Context: an optimization exercise on an open-source flow, tuned for small area, a short achievable clock period and few clock cycles per item. The choices shown serve that exercise and are no tape-out recipe.
The RTL was checked by simulation tests, not by an equivalence proof against the original design.
Power and IR drop assume default switching activity.

<file path="design.v">
module hvc_msb200 (
    input  wire [199:0] x,
    output wire [7:0]   pos
);
    wire [24:0] nz;
    wire [74:0] lo;
    wire [7:0]  acc [0:25];
    assign acc[0] = 8'd0;
    genvar gi;
    generate
        for (gi = 0; gi < 25; gi = gi + 1) begin : g_byte
            wire [7:0] v = x[8*gi +: 8];
            assign nz[gi] = |v;
            assign lo[3*gi +: 3] = v[7] ? 3'd7 : v[6] ? 3'd6 : v[5] ? 3'd5 : v[4] ? 3'd4 :
                                   v[3] ? 3'd3 : v[2] ? 3'd2 : v[1] ? 3'd1 : 3'd0;
            assign acc[gi + 1] = nz[gi] ? {gi[4:0], lo[3*gi +: 3]} : acc[gi];
        end
    endgenerate
    assign pos = acc[25];
endmodule
module hvc_sqrt_step (
    input  wire [26:0] rem,
    input  wire [24:0] res,
    input  wire [1:0]  pair,
    output wire [26:0] rem_n,
    output wire [24:0] res_n
);
    wire [29:0] r2    = {1'b0, rem, pair};
    wire [29:0] trial = {3'b000, res, 2'b01};
    wire [29:0] diff  = r2 - trial;
    wire        ge    = ~diff[29];
    assign rem_n = ge ? diff[26:0] : r2[26:0];
    assign res_n = {res[23:0], ge};
endmodule
module hvc_filter (
    input  wire        clk,
    input  wire        rst,           
    input  wire        start,
    output wire        ready,
    input  wire [31:0] floor_hz,      
    input  wire [31:0] peak_hz,       
    input  wire [16:0] e3,            
    input  wire [31:0] note_freq,     
    input  wire [23:0] reson,         
    output reg         out_valid,
    output reg  [4:0]  out_k,
    output wire [24:0] out_gain,      
    output wire [31:0] out_cutoff     
);
    localparam W = 200;
    localparam ST_IDLE = 2'd0, ST_SETUP = 2'd1, ST_FD = 2'd2, ST_DIV = 2'd3;
    localparam SP_SPAN = 4'd0,  SP_LMUL = 4'd1, SP_LERP = 4'd2, SP_U  = 4'd3,
               SP_SQ   = 4'd4,  SP_A    = 4'd5, SP_P    = 4'd6, SP_A0 = 4'd7,
               SP_Y    = 4'd8,  SP_UY   = 4'd9, SP_B2   = 4'd10, SP_T = 4'd11,
               SP_A4   = 4'd12, SP_INIT = 4'd13;
    reg [1:0]  state;
    reg [3:0]  sp;
    reg [5:0]  dc;           
    reg        first;        
    reg [3:0]  ic;           
    reg [1:0]  rotc;         
    reg [1:0]  fdc;          
    reg        rotp;         
    reg [2:0]  skc;          
    reg [5:0]  jc;           
    reg [4:0]  k;
    reg [7:0]  nn;           
    reg [7:0]  nm;           
    reg [W-1:0] R;                    
    reg [W-1:0] r0, r1, r2, r3, r4;   
    reg [177:0] MC;                   
    reg [175:0] A0;                   
    reg [66:0]  MP;                   
    reg [31:0]  Creg;                 
    reg [47:0]  QS;                   
    reg [63:0]  NA;                   
    reg [63:0]  U;                    
    reg [17:0]  F;                    
    reg [26:0] sq_rem;
    reg [24:0] sq_res;
    reg        qhi, qlo, sq_go, sq_last;
    reg [4:0]  k_sq;
    assign ready      = (state == ST_IDLE);
    assign out_gain   = sq_res;
    assign out_cutoff = Creg;
    localparam X_ZERO = 3'd0, X_R = 3'd1, X_R1 = 3'd2, X_R2 = 3'd3, X_R8 = 3'd4,
               X_RING = 3'd5, X_LERP = 3'd6, X_C32 = 3'd7;
    localparam Y_R0 = 3'd0, Y_MC = 3'd1, Y_QS = 3'd2, Y_NA = 3'd3, Y_U = 3'd4, Y_C = 3'd5;
    reg [2:0]  xs;
    reg [2:0]  ys;
    reg [2:0]  dg;    
    reg        cx;          
    reg        nbit;        
    reg [2:0]  d_mp;
    always @(*) begin
        case (MP[66:64])
            3'b001, 3'b010: d_mp = 3'b001;
            3'b011:         d_mp = 3'b010;
            3'b100:         d_mp = 3'b110;
            3'b101, 3'b110: d_mp = 3'b111;
            default:        d_mp = 3'b000;
        endcase
    end
    wire in_mul = (state == ST_SETUP) &&
                  (sp == SP_LMUL || sp == SP_U || sp == SP_SQ || sp == SP_A || sp == SP_P ||
                   sp == SP_A0 || sp == SP_UY || sp == SP_B2 || sp == SP_T || sp == SP_A4);
    wire last_dig = in_mul && (dc == 6'd1);
    wire div_iter = (state == ST_DIV) && !rotp && (skc == 3'd0);
    wire div_skip = (state == ST_DIV) && (skc != 3'd0);
    always @(*) begin
        xs = X_ZERO; ys = Y_R0; dg = 3'b000; cx = 1'b0; nbit = 1'b0;
        case (state)
            ST_SETUP: begin
                if (in_mul) begin
                    xs = first ? X_ZERO : X_R2;
                    dg = d_mp;
                    case (sp)
                        SP_LMUL:              ys = Y_MC;
                        SP_U:                 ys = Y_C;
                        SP_SQ:                ys = Y_QS;
                        SP_A, SP_T:           ys = Y_NA;
                        SP_P, SP_UY:          ys = Y_U;
                        default:              ys = Y_MC;    
                    endcase
                end else begin
                    case (sp)
                        SP_SPAN: begin xs = X_R;    ys = Y_U;  dg = 3'b111; end
                        SP_LERP: begin xs = X_LERP; ys = Y_U;  dg = 3'b001;
                                       cx = R[W-1] & (|R[15:0]); end
                        SP_Y:    begin xs = X_C32;  ys = Y_QS; dg = 3'b110; end
                        default: begin  
                            ys = Y_MC;
                            case (ic)
                                4'd0:  begin xs = X_RING; dg = 3'b010;  end
                                4'd1:  begin xs = X_R;    dg = 3'b010;  end
                                4'd2:  begin xs = X_R;    dg = 3'b010;  end
                                4'd3:  begin xs = X_R;    dg = 3'b001;  end
                                4'd4:  begin xs = X_RING; dg = 3'b001;  end
                                4'd5:  begin xs = X_R1;   dg = 3'b000;  end
                                4'd6:  begin xs = X_ZERO; dg = 3'b010;  end
                                4'd7:  begin xs = X_R2;   dg = 3'b001;  end
                                4'd8:  begin xs = X_R2;   dg = 3'b000;  end
                                4'd9:  begin xs = X_ZERO; dg = 3'b010;  end
                                4'd10: begin xs = X_R2;   dg = 3'b110; end
                                default: begin xs = X_R2; dg = 3'b000;  end
                            endcase
                        end
                    endcase
                end
            end
            ST_FD: begin xs = X_RING; ys = Y_R0; dg = 3'b001; end
            ST_DIV: begin
                if (skc != 3'd0) begin
                    xs = X_R8; dg = 3'b000;
                end else begin
                    xs = X_R1; ys = Y_R0; nbit = F[17];
                    dg = R[W-1] ? 3'b001 : 3'b111;
                end
            end
            default: ;
        endcase
    end
    reg [W-1:0] xv;
    always @(*) begin
        case (xs)
            X_R:     xv = R;
            X_R1:    xv = {R[W-2:0], nbit};
            X_R2:    xv = {R[W-3:0], 2'b00};
            X_R8:    xv = {R[W-9:0], F[17:10]};
            X_RING:  xv = r1;
            X_LERP:  xv = {{16{R[W-1]}}, R[W-1:16]};
            X_C32:   xv = {{(W-33){1'b0}}, 1'b1, 32'd0};
            default: xv = {W{1'b0}};
        endcase
    end
    reg [W-1:0] ysrc;
    always @(*) begin
        case (ys)
            Y_R0:    ysrc = r0;
            Y_MC:    ysrc = {{(W-178){MC[177]}}, MC};
            Y_QS:    ysrc = {{(W-48){1'b0}}, QS};
            Y_NA:    ysrc = {{(W-64){1'b0}}, NA};
            Y_U:     ysrc = {{(W-64){1'b0}}, U};
            default: ysrc = {{(W-32){1'b0}}, Creg};
        endcase
    end
    wire         dneg = dg[2];
    wire         dtwo = (dg == 3'b010) || (dg == 3'b110);
    wire         dnz  = (dg != 3'b000);
    wire [W-1:0] ymag = dnz ? (dtwo ? {ysrc[W-2:0], 1'b0} : ysrc) : {W{1'b0}};
    wire [W-1:0] yv   = dneg ? ~ymag : ymag;
    wire [W-1:0] S = xv + yv + {{(W-1){1'b0}}, dneg | cx};
    wire [7:0] msb_r4;
    hvc_msb200 u_msb (.x(r4), .pos(msb_r4));
    wire [9:0]        j0  = {2'b00, nn} - {2'b00, nm};
    wire [5:0]        js  = j0[9] ? 6'd0 : (j0[8:0] > 9'd49) ? 6'd49 : j0[5:0];
    wire [5:0]        jsk = 6'd49 - js;
    wire [26:0] sq_rem_n;
    wire [24:0] sq_res_n;
    hvc_sqrt_step u_sq (.rem(sq_rem), .res(sq_res), .pair({qhi, qlo}),
                        .rem_n(sq_rem_n), .res_n(sq_res_n));
    localparam RG_HOLD = 2'd0, RG_PUSH = 2'd1, RG_ROT = 2'd2, RG_INS = 2'd3;
    reg [1:0] rg;
    always @(*) begin
        rg = RG_HOLD;
        case (state)
            ST_SETUP: begin
                if (last_dig && (sp == SP_A0 || sp == SP_B2)) rg = RG_PUSH;
                else if (sp == SP_T && rotc != 2'd0)          rg = RG_ROT;
                else if (sp == SP_INIT && (ic == 4'd4 || ic == 4'd5 || ic == 4'd8 || ic == 4'd11))
                                                             rg = RG_INS;
            end
            ST_FD:  rg = RG_PUSH;
            ST_DIV: if (rotp) rg = RG_ROT;
            default: ;
        endcase
    end
    always @(posedge clk) begin
        case (rg)
            RG_PUSH: begin r0 <= r1; r1 <= r2; r2 <= r3; r3 <= r4; r4 <= S; end
            RG_ROT:  begin r0 <= r1; r1 <= r2; r2 <= r3; r3 <= r4; r4 <= r0; end
            RG_INS:  begin           r1 <= r2; r2 <= r3; r3 <= r4; r4 <= S; end
            default: ;
        endcase
    end
    wire r_from_s = (state == ST_SETUP && sp != SP_INIT && sp != SP_Y) ||
                    (state == ST_SETUP && sp == SP_INIT && !(ic == 4'd4 || ic == 4'd5 || ic == 4'd8 || ic == 4'd11)) ||
                    div_skip || div_iter;
    always @(posedge clk) begin
        if (state == ST_IDLE)
            R <= {{(W-32){1'b0}}, peak_hz};
        else if (state == ST_FD && fdc == 2'd0)
            R <= {{(W-158){1'b0}}, A0[175:18]};
        else if (r_from_s)
            R <= S;
    end
    always @(posedge clk) begin
        if (state == ST_FD && fdc == 2'd0) F <= A0[17:0];
        else if (div_skip)                  F <= {F[9:0], 8'd0};
        else if (div_iter)                  F <= {F[16:0], 1'b0};
    end
    always @(posedge clk) begin
        if (state == ST_SETUP) begin
            if (sp == SP_SPAN)
                MP <= {S[33:0], 33'd0};
            else if (sp == SP_LERP)
                MP <= {2'b00, S[31:0], 33'd0};
            else if (sp == SP_Y)
                MP <= {S[51:0], 15'd0};
            else if (last_dig) begin
                case (sp)
                    SP_U:  MP <= {2'b00, QS[23:0], 41'd0};
                    SP_SQ: MP <= {2'b00, NA[31:0], 33'd0};
                    SP_A:  MP <= {2'b00, QS, 17'd0};
                    SP_P:  MP <= {2'b00, U, 1'b0};
                    SP_UY: MP <= {2'b00, NA, 1'b0};
                    SP_B2: MP <= {2'b00, QS, 17'd0};
                    SP_T:  MP <= {2'b00, NA, 1'b0};
                    default: MP <= {MP[64:0], 2'b00};
                endcase
            end else if (in_mul)
                MP <= {MP[64:0], 2'b00};
        end
    end
    always @(posedge clk) begin
        if (state == ST_IDLE) begin
            MC <= {161'd0, e3};
            QS <= {24'd0, reson};
            NA <= {32'd0, note_freq};
            U  <= {32'd0, floor_hz};
        end else if (state == ST_SETUP) begin
            if (sp == SP_LERP) Creg <= S[31:0];
            if (last_dig) begin
                case (sp)
                    SP_U:  U  <= S[63:0];
                    SP_SQ: QS <= S[47:0];
                    SP_A:  NA <= S[63:0];
                    SP_P:  MC <= S[177:0];
                    SP_A0: A0 <= S[175:0];
                    SP_UY: MC <= S[177:0];
                    SP_T:  MC <= S[177:0];
                    SP_A4: MC <= S[177:0];
                    default: ;
                endcase
            end
        end
    end
    always @(posedge clk) begin
        out_valid <= 1'b0;
        if (rst) begin
            state   <= ST_IDLE;
            sq_go   <= 1'b0;
            sq_last <= 1'b0;
        end else begin
            if (sq_go) begin
                sq_rem <= sq_rem_n;
                sq_res <= sq_res_n;
                if (sq_last) begin
                    out_valid <= 1'b1;
                    out_k     <= k_sq;
                end
            end
            sq_go <= 1'b0;
            case (state)
                ST_IDLE: if (start) begin
                    state <= ST_SETUP;
                    sp    <= SP_SPAN;
                end
                ST_SETUP: begin
                    if (in_mul) begin
                        first <= 1'b0;
                        dc    <= dc - 6'd1;
                    end
                    if (sp == SP_T && rotc != 2'd0) rotc <= rotc - 2'd1;
                    case (sp)
                        SP_SPAN: begin sp <= SP_LMUL; dc <= 6'd17; first <= 1'b1; end
                        SP_LERP: begin sp <= SP_U;    dc <= 6'd17; first <= 1'b1; end
                        SP_Y:    begin sp <= SP_UY;   dc <= 6'd26; first <= 1'b1;
                                       nn <= msb_r4 + 8'd32; end
                        SP_INIT: begin
                            ic <= ic + 4'd1;
                            if (ic == 4'd11) begin
                                state <= ST_FD;
                                fdc   <= 2'd0;
                                k     <= 5'd1;
                            end
                        end
                        default: if (last_dig) begin
                            first <= 1'b1;
                            case (sp)
                                SP_LMUL: sp <= SP_LERP;
                                SP_U:    begin sp <= SP_SQ; dc <= 6'd13; end
                                SP_SQ:   begin sp <= SP_A;  dc <= 6'd17; end
                                SP_A:    begin sp <= SP_P;  dc <= 6'd25; end
                                SP_P:    begin sp <= SP_A0; dc <= 6'd33; end
                                SP_A0:   sp <= SP_Y;
                                SP_UY:   begin sp <= SP_B2; dc <= 6'd33; end
                                SP_B2:   begin sp <= SP_T;  dc <= 6'd25; rotc <= 2'd3; end
                                SP_T:    begin sp <= SP_A4; dc <= 6'd33; end
                                default: begin sp <= SP_INIT; ic <= 4'd0; end
                            endcase
                        end
                    endcase
                end
                ST_FD: begin
                    fdc <= fdc + 2'd1;
                    if (fdc == 2'd1) nm <= msb_r4;
                    if (fdc == 2'd2) skc <= jsk[5:3];
                    if (fdc == 2'd3) begin
                        state  <= ST_DIV;
                        rotp   <= 1'b1;
                        jc     <= 6'd49;
                        sq_rem <= 27'd0;
                        sq_res <= 25'd0;
                    end
                end
                ST_DIV: begin
                    rotp <= 1'b0;
                    if (div_skip) begin
                        skc <= skc - 3'd1;
                        jc  <= jc - 6'd8;
                    end else if (div_iter) begin
                        if (jc[0]) begin
                            qhi <= ~S[W-1];
                        end else begin
                            qlo     <= ~S[W-1];
                            sq_go   <= 1'b1;
                            sq_last <= (jc == 6'd0);
                        end
                        jc <= jc - 6'd1;
                        if (jc == 6'd0) begin
                            k_sq <= k;
                            if (k == 5'd24) begin
                                state <= ST_IDLE;
                            end else begin
                                state <= ST_FD;
                                fdc   <= 2'd0;
                                k     <= k + 5'd1;
                            end
                        end
                    end
                end
                default: state <= ST_IDLE;
            endcase
        end
    end
endmodule
</file>
<file path="run.sh">
#!/bin/bash
# synth_recipe.tcl (not shown) runs the flow's synth.tcl, then flattens the netlist and writes it again
# the make line also repeats each setting of config.mk as NAME=value (left out here)
make -C /OpenROAD-flow-scripts/flow DESIGN_CONFIG=/design/flow/config.mk WORK_HOME=/design/flow/orfs CLKGATE_MAP_FILE= SYNTH_SCRIPT=/design/flow/synth_recipe.tcl finish
</file>
<file path="config.mk">
export PLATFORM = sky130hd
export DESIGN_NAME = hvc_filter
export DESIGN_NICKNAME = hvc_filter
export VERILOG_FILES = /design/flow/design.v
export SDC_FILE = /design/flow/constraint.sdc
export NUM_CORES = 4
export LEC_CHECK = 0
export CAP_MARGIN = 20
export CORE_MARGIN = 2
export CORE_UTILIZATION = 40
export SLEW_MARGIN = 20
</file>
<file path="constraint.sdc">
create_clock -name core_clock -period 10.0 [get_ports {clk}]
set_input_delay 2.0000 -clock core_clock [delete_from_list [all_inputs] [get_ports {clk}]]
set_output_delay 2.0000 -clock core_clock [all_outputs]
set_load 0.01 [all_outputs]
</file>
==> summary.txt <==
-- registers in the layout, indices dropped and copies added (netlist names), 176 cells and up, named ones only --
signal	count
r4	200
A0	176
r1	200
r0	200
r2	200
r3	200
MC	178
R	200
-- metrics by stage --
step           cell area (µm²)  setup WS (ps)  utilization  instances
2_1_floorplan           103100          -4761            -      10622
3_3_place_gp            109100          586.1       0.4256      13697
3_5_place_dp            109300          914.9       0.4263      13700
4_1_cts                 116300          846.2       0.4535      14099
5_1_grt                 116400          292.3       0.4537      14105
6_report                116400          620.2       0.4539      14117
-- area by class of cell --
class | count | area (µm²)
diodes | 15 | 37.54
clock buffers | 263 | 5619
clock inverters | 136 | 1373
fillers | 24244 | 140100
inverters | 227 | 878.3
multi-input cells | 7642 | 44900
flip-flops and latches | 1971 | 54910
well taps | 3384 | 4234
repair buffers | 479 | 4444
-- metal layers --
layer / global-route usage / wire length, µm
met1: 0.4729 / 188300
met2: 0.4886 / 193000
met3: 0.09156 / 57320
met4: 0.1617 / 25360
met5: 0 / 70
-- cell families after synthesis --
group,Yosys count,synth area share
AO/OA/AOI/OAI,3556,0.2188
XOR/XNOR,293,0.02500
adder cells (fa/ha/maj),258,0.03158
buffers and inverters,1009,0.03709
flip-flops,1971,0.5333
multiplexers,195,0.01917
AND/OR/NAND/NOR,3340,0.1350
-- worst max-delay path, delay by kind of cell (launching register included) --
family | cells | cell delay (ps)
xor gates and xnor gates | 1 | 220
buffers and inverters | 4 | 1070
AOI/OAI and AO/OA | 15 | 4220
muxes | 1 | 280
DFF | 1 | 690
adders and majority gates | 1 | 350
and+or+nand+nor | 6 | 2200
-- report_power, final --
| part | leakage, nW | internal [mW] | switching (mW) |
|---|---|---|---|
| clock network | 3.37 | 4.46 | 3.55 |
| registers | 17.9 | 9.94 | 0.993 |
| logic | 19.0 | 1.54 | 4.51 |
| total | 40.3 | 15.9 | 9.06 |
-- worst min-delay path by stage --
stage / from / end / slack (ps) / cells after the start
floorplan: k_sq[0]$_DFFE_PP_ / out_k[0]$_DFFE_PP_ / 400 / 0
CTS: r3[138]$_DFFE_PP_ / r2[138]$_DFFE_PP_ / 340 / 0
global route: r3[138]$_DFFE_PP_ / r2[138]$_DFFE_PP_ / 350 / 0
detailed placement: r2[103]$_DFFE_PP_ / r1[103]$_DFFE_PP_ / 400 / 0
finish: r3[138]$_DFFE_PP_ / r2[138]$_DFFE_PP_ / 350 / 0
global placement: r3[57]$_DFFE_PP_ / r2[57]$_DFFE_PP_ / 400 / 0
-- cells in the final DEF, fill, tap and decap left out, drive strengths merged, types with 22 or more instances in the layout --
master,count
a21oi,1248
buf,274
a21boi,38
nor2,756
o31ai,31
a211oi,69
nand3,78
a221oi,89
clkbuf,265
nand4,134
nand2,1969
a22oi,220
nor3,150
nor2b,33
clkinv,92
xor2,109
edfxtp,1543
xnor2,184
ha,255
a31oi,78
and2,33
and3,22
a221o,37
clkdlybuf4s50,203
nor4,66
mux2i,178
nand2b,31
a222oi,303
inv,238
o21ai,790
a22o,73
a21o,148
o21bai,72
o21a,61
dfxtp,428
o22ai,178
o211ai,42
==> impl_metrics.env <==
export IMPL_finalCritPeriodShare=0.9380
export IMPL_routabilityCongestion=1.016
export IMPL_final_layout_size_suffix_gt1_frac=0.07026
export IMPL_synth_largest_type_area_fraction=0.4501
export IMPL_final_min_clock_period_ps=9380
export IMPL_via_count_of_the_first_global_routing_pass=84632
export IMPL_clk_path_buf_depth=3
export IMPL_finalHoldViolCount=0
export IMPL_setup_viols_final=0
export IMPL_r2r_cells=28
export IMPL_clock_root_buffer="sky130_fd_sc_hd__clkbuf_16"
export IMPL_num_nets_final=10931
export IMPL_first_pass_iters=14
export IMPL_synth_top_flop_cell="sky130_fd_sc_hd__edfxtp_1"
export IMPL_total_leakage_power_nw=40.26
export IMPL_place_port_buffers=203
export IMPL_post_dp_hpwl_mm=334.3
export IMPL_slew_headroom=0.1163
export IMPL_start_kind="register"
export IMPL_max_stage_delay_ps=770
export IMPL_grt_first_pass_wirelength_mm=646.4
export IMPL_library_cell_with_the_highest_instance_count_after_synthesis="sky130_fd_sc_hd__nand2_1"
export IMPL_cts_resized_gates=0
export IMPL_std_cell_rows=186
export IMPL_criticalPathCategory="reg -> reg"
export IMPL_design_power_total_mw=25.00
export IMPL_chipWidth_um=511.3
export IMPL_hold_class="reg -> reg"
export IMPL_worstReg2RegEnd="r4[196]$_DFFE_PP_"
export IMPL_grt_antenna_before_repair=21
export IMPL_hold_slack_ps=352.9
export IMPL_regToRegStartpoint="sp[1]$_SDFFCE_PN0P_"
export IMPL_worst_clock_skew_ps=110.2
export IMPL_grt_max_degree=193
export IMPL_timing_fmax_mhz=106.6
export IMPL_wl_per_cell_um=32.87
export IMPL_worst_path_max_delay_cell="sky130_fd_sc_hd__nor2_4"
export IMPL_worstSetupEndpoint="r4[196]$_DFFE_PP_"
export IMPL_antenna_left=0
export IMPL_grt_usage=0.3399
export IMPL_dieArea_mm2=0.2614
export IMPL_critical_path_endpoint_type="register"
export IMPL_synth_seq_area_share=0.5333
export IMPL_tritoncts="built"
export IMPL_r2r_slack_ps=620
export IMPL_clock_sinks=1971
export IMPL_synth_common_cells="sky130_fd_sc_hd__nand2_1 (1969), sky130_fd_sc_hd__edfxtp_1 (1543), sky130_fd_sc_hd__a21oi_1 (1246), sky130_fd_sc_hd__o21ai_0 (780), sky130_fd_sc_hd__nor2_1 (755)"
export IMPL_synthTopCellsByArea="sky130_fd_sc_hd__edfxtp_1 (45%), sky130_fd_sc_hd__dfxtp_1 (8.3%), sky130_fd_sc_hd__nand2_1 (7.2%), sky130_fd_sc_hd__a21oi_1 (6.1%), sky130_fd_sc_hd__o21ai_0 (3.8%)"
export IMPL_area_growth_pct=13.06
export IMPL_cts_setup_buffers=0
export IMPL_cp_startpoint="sp[1]$_SDFFCE_PN0P_"
export IMPL_initial_standard_cell_utilization_of_the_core=0.4014
export IMPL_p_per_area_mw_per_mm2=214.8
export IMPL_clock_insertion_delay_worst_skew_ps=940
export IMPL_worst_supply_voltage_drop_on_vdd_uv=215.0
export IMPL_globalRouteOverflowTotal=0
export IMPL_cts_htree_levels=4
export IMPL_via_per_inst=6.561
export IMPL_core_area_mm2=0.2565
export IMPL_synth_seq_cells=1971
export IMPL_clkTransAtPathRegs_ps=60
export IMPL_crit_path_max_fo=24
export IMPL_synth_yosys_warnings=2
export IMPL_cts_hold_buf=0
export IMPL_tritoncts_num_buffers=212
export IMPL_tightestPinTransition_ps=1316
export IMPL_mappedNetlistArea_mm2=0.1029
export IMPL_die_height_um=511.3
export IMPL_postSynthAreaPerCell_um2=9.692
export IMPL_grt_setup_unrepaired="false"
export IMPL_finalMaxSlewViolations=0
export IMPL_routed_via_count=92618
export IMPL_synth_edff_count=1543
export IMPL_drt_iter0_drc=16923
export IMPL_synthesis_instances=10622
export IMPL_postSynth_asyncResetShare=0
export IMPL_cp_data_required_time_ps=10660
export IMPL_design_portCount=204
export IMPL_worstPathArrival_ps=10040
export IMPL_post_route_drc_count=0
export IMPL_synth_top_cell_by_area="sky130_fd_sc_hd__edfxtp_1"
export IMPL_post_synth_num_cell_types=90
export IMPL_detail_route_wirelength_mm=464.0
export IMPL_syn_num_nets=11020
export IMPL_outcome="timing/DRC/antenna clean"
export IMPL_maxCapViolations=0
export IMPL_finalSetupTns_ps=0
Testbench counts, summed over its fixed seeds: cycles 111,147, items 2,304.

==> what the ideal ports hide <==
How much do the figures lean on ideal ports? The routed layout below was timed once more, with nothing changed but the port constraints. Step 1 (the two cells are an assumption about what drives the block):
set clk [get_ports {clk}]
set_driving_cell -lib_cell sky130_fd_sc_hd__clkbuf_16 $clk
set_driving_cell -lib_cell sky130_fd_sc_hd__buf_2 [delete_from_list [all_inputs] $clk]
Step 2 adds t to the input delays and takes it off the output delays; t is the mean of the earliest and latest rising clock arrival at the registers after step 1. Input paths then give back, and output paths get back, about the clock's delay inside the block. Slacks: ideal ports / drivers / drivers and shift; pairs: ideal ports / drivers.
t (ns): 0.978
slack for setup (ns): 0.620 / 0.620 / 0.620
worst setup path after step 2: register to register
clock arrival spread, ns: 0.110 / 0.110
worst data-port slew with drivers (ns): 0.10
After both steps this run still meets setup and hold. The setup slack of this run moves by 0.000 ns with the drivers and by 0.000 ns with both steps.
